This is an optimization exercise on Yosys and OpenROAD, whose aim is small area, not a production implementation.
The RTL was checked by simulation tests, not by an equivalence proof against the original design.
Power is estimated from default activity; no workload was simulated.

## eemon_core
module eemon_core (
  input  wire        clk,
  input  wire        rst,
  input  wire        cmd_valid,
  input  wire [31:0] cmd_data,
  output wire        cmd_ready,
  output reg         rsp_valid,
  output wire [31:0] rsp_data,
  output wire [5:0]  cs_n,
  output wire [5:0]  cs_oe,
  input  wire [3:0]  cs_in,
  input  wire [2:0]  din,
  output wire        sclk,
  output wire        mosi,
  input  wire        miso,
  input  wire        tick
);
  localparam [7:0] RW_FLAG_READ  = 8'h80;
  localparam [7:0] RW_FLAG_WRITE = 8'h00;
  localparam       STATUS_ACTIVE_LEVEL = 1'b0;
  localparam [30:0] DEBOUNCE_DEFAULT = 31'd20;
  localparam [7:0] OP_BEGIN = 8'h01, OP_END   = 8'h02, OP_XCHG  = 8'h03,
                   OP_GSET  = 8'h04, OP_GRD   = 8'h05, OP_STAT  = 8'h06,
                   OP_ECLR  = 8'h07, OP_IRQT  = 8'h08, OP_RDREG = 8'h10,
                   OP_WRREG = 8'h11, OP_FDEC  = 8'h12, OP_FENC  = 8'h13,
                   OP_QREAD = 8'h20, OP_QSTAT = 8'h21, OP_BREAD = 8'h30,
                   OP_BDOWN = 8'h31, OP_BSETD = 8'h32;
  localparam [3:0] S_IDLE  = 4'd0,  S_OPND  = 4'd1,  S_EXEC  = 4'd2,
                   S_DRAIN = 4'd3,  S_ZRESP = 4'd4,  S_BEGA  = 4'd5,
                   S_BEGB  = 4'd6,  S_CSA   = 4'd7,  S_FETCH = 4'd8,
                   S_TX    = 4'd9,  S_RX    = 4'd10, S_CSD   = 4'd11,
                   S_ENDA  = 4'd12, S_ENDB  = 4'd13, S_DONE  = 4'd14;
  reg [3:0]  st;
  reg [31:0] cmd_r;
  reg        active;
  reg [7:0]  depth;
  reg        dual_out;             
  reg [5:0]  gate_r;               
  reg        irq_flag;
  reg [5:0]  err;
  reg [2:0]  last_res;
  reg [7:0]  kb;                   
  reg [3:0]  bc;                   
  reg [31:0] rxsr;
  reg [1:0]  q_prev_obs;
  reg [3:0]  b_prev_obs;
  reg        s_prev_obs;
  wire [9:0] gate_en = {gate_r[5], 4'd0, gate_r[4:0]};
  wire [7:0] op  = cmd_r[31:24];
  wire [3:0] fu  = cmd_r[23:20];
  wire [3:0] ft  = cmd_r[19:16];
  wire [7:0] fa  = cmd_r[15:8];
  wire [7:0] fb  = cmd_r[7:0];
  wire       cs_on  = (st == S_FETCH) || (st == S_TX) || (st == S_RX) || (st == S_CSD);
  wire [5:0] cs_drv;
  genvar gc;
  generate
    for (gc = 0; gc < 6; gc = gc + 1) begin : g_cs
  ...
Size in the first run: roughly 4100 cells after synthesis, ~730 flip-flops, about 0.040 sq mm of cells after synthesis.
clock: 12.5 ns
lec_check: 0
abc_area: 1
cap_margin: 0
core_margin: 2
core_utilization: 60
place_density: 0.7
slew_margin: 0
synth_memory_max_bits: 16384
standard.sh (not shown) runs the stock make flow with config.mk's settings and CLKGATE_MAP_FILE= SYNTH_SCRIPT=/design/flow/synth_recipe.tcl, a recipe that flattens the netlist after the stock synthesis.
==> flow/flow/run.sh <==
#!/bin/bash
# The standard layout (standard.sh) with these changes:
#  - synthesis maps the logic with an area-oriented ABC script (two rounds
#    of choice computation and &nf mapping with relaxed delay); the rest of
#    synthesis, and so every register, is the standard one;
#  - clock tree synthesis without dummy loads, with clkbuf_8 buffers and
#    clusters of at most 15 sinks within 60 um;
#  - port buffers of a smaller cell (every port still gets its own buffer).
# The whole flow's output goes to standard_flow.log in this folder; ORFS
# keeps each step's own log under orfs/logs/.
set -e
here=$(pwd)
rm -rf "$here/scripts"
cp -r "$FLOW_HOME/scripts" "$here/scripts"
cat > "$here/scripts/abc_area.script" <<'ABC'
&get -n
&st
&dch -f
&nf -R 1000
&st
&dch -f
&nf -R 1000
&put
topo
dnsize -c
ABC
export SCRIPTS_DIR="$here/scripts"
export CTS_ARGS="-sink_clustering_enable -repair_clock_nets -dont_use_dummy_load -buf_list sky130_fd_sc_hd__clkbuf_8 -sink_clustering_size 15 -sink_clustering_max_diameter 60"
export BUFFER_PORTS_ARGS="-buffer_cell sky130_fd_sc_hd__buf_2"
bash standard.sh > standard_flow.log 2>&1
The baseline ran to the end with no violations.
==> next run, changes <==
--- a/flow/flow/run.sh
+++ b/flow/flow/run.sh
@@ -2,5 +2,6 @@
 # The standard layout (standard.sh) with these changes:
-#  - synthesis maps the logic with an area-oriented ABC script (two rounds
-#    of choice computation and &nf mapping with relaxed delay); the rest of
-#    synthesis, and so every register, is the standard one;
+#  - synthesis maps the logic with an area-oriented ABC script (deep
+#    AIG resynthesis, then two rounds of choice computation and &nf mapping
+#    with relaxed delay); the rest of synthesis, and so every register, is
+#    the standard one;
 #  - clock tree synthesis without dummy loads, with clkbuf_8 buffers and
@@ -17,2 +18,3 @@
 &st
+&deepsyn -T 120
 &dch -f
CORE_UTILIZATION = 50   (was 60)
PLACE_DENSITY = 0.6   (was 0.7)
- count of clock-buffer cells in the layout goes up by 7
- cell count drops by 1.6%
- first-iteration DRC count decreases by 14%
- routed wire length rises by 4.9%
- power came out higher by 15%

---

## the reference run
eemon_core, a different RTL version from the one above (not shown whole).
Size: roughly 730 flip-flops, roughly 45,000 um2 of cells after synthesis.
clock: 12.5 ns
lec_check: 0
cap_margin: 20
core_margin: 2
core_utilization: 40
place_density: 0.6
slew_margin: 20
synth_memory_max_bits: 16384
run.sh (not shown) runs the stock make flow with config.mk's settings and CLKGATE_MAP_FILE= SYNTH_SCRIPT=/design/flow/synth_recipe.tcl, a recipe that flattens the netlist after the stock synthesis.
Stock flow here: none of the scripts above is used.
The following lists how the trial run was set up differently from the reference run:
Settings: SLEW_MARGIN: 20 -> 0; CTS_BUF_LIST: unset -> sky130_fd_sc_hd__clkbuf_8; CAP_MARGIN: 20 -> 0; PLACE_DENSITY: 0.6 -> 0.7; CTS_CLUSTER_SIZE: unset -> 30; CORE_UTILIZATION: 40 -> 60; ABC_AREA: unset -> 1.
## What came out
Relative to the reference run, the post-route clock period utilization of the trial run is higher by 4.0 points.
The trial run — total power 0.0025 W lower, the reference run as reference
The reference run has a higher floorplan core area than the trial run.
The trial run reached the final stage; the timing, design-rule and antenna checks on its layout passed.
The trial run -> the reference run: number of antenna-violating nets in the routed design delta 0, exact match

## static timing again, ports no longer ideal
The flow's constraints put no driver on any port. The routed layouts listed below were extracted and timed again, unchanged, in two steps.
Step 1 assumes that a clkbuf_16 drives the clock port and a buf_2 every other input.
Step 2 also shifts input and output timing later by t, the mid clock arrival at the registers, as if the neighbouring blocks saw the same clock.
Slacks: ideal / step 1 / step 2; pairs: ideal / step 1.
run	shift t [ns]	setup slack, ns	worst hold slack (ns)	worst slew at a driven data input, ns	cell pins on the clock port's net
the first run of note 1	0.747	1.880 / 1.821 / 1.182	0.446 / 0.446 / 0.446	0.11	1
the second run of note 1	0.711	1.014 / 1.047 / 0.336	0.455 / 0.455 / 0.455	0.10	1
the reference run	0.742	1.133 / 1.133 / 1.133	0.451 / 0.451 / 0.451	0.16	1
the trial run	0.865	0.633 / 0.633 / 0.633	0.460 / 0.460 / 0.460	0.09	1
After both steps every run listed still meets setup and hold. For the first run of note 1, which loses most, drivers alone change the setup slack by -0.059 ns; drivers and shift together by -0.698 ns.
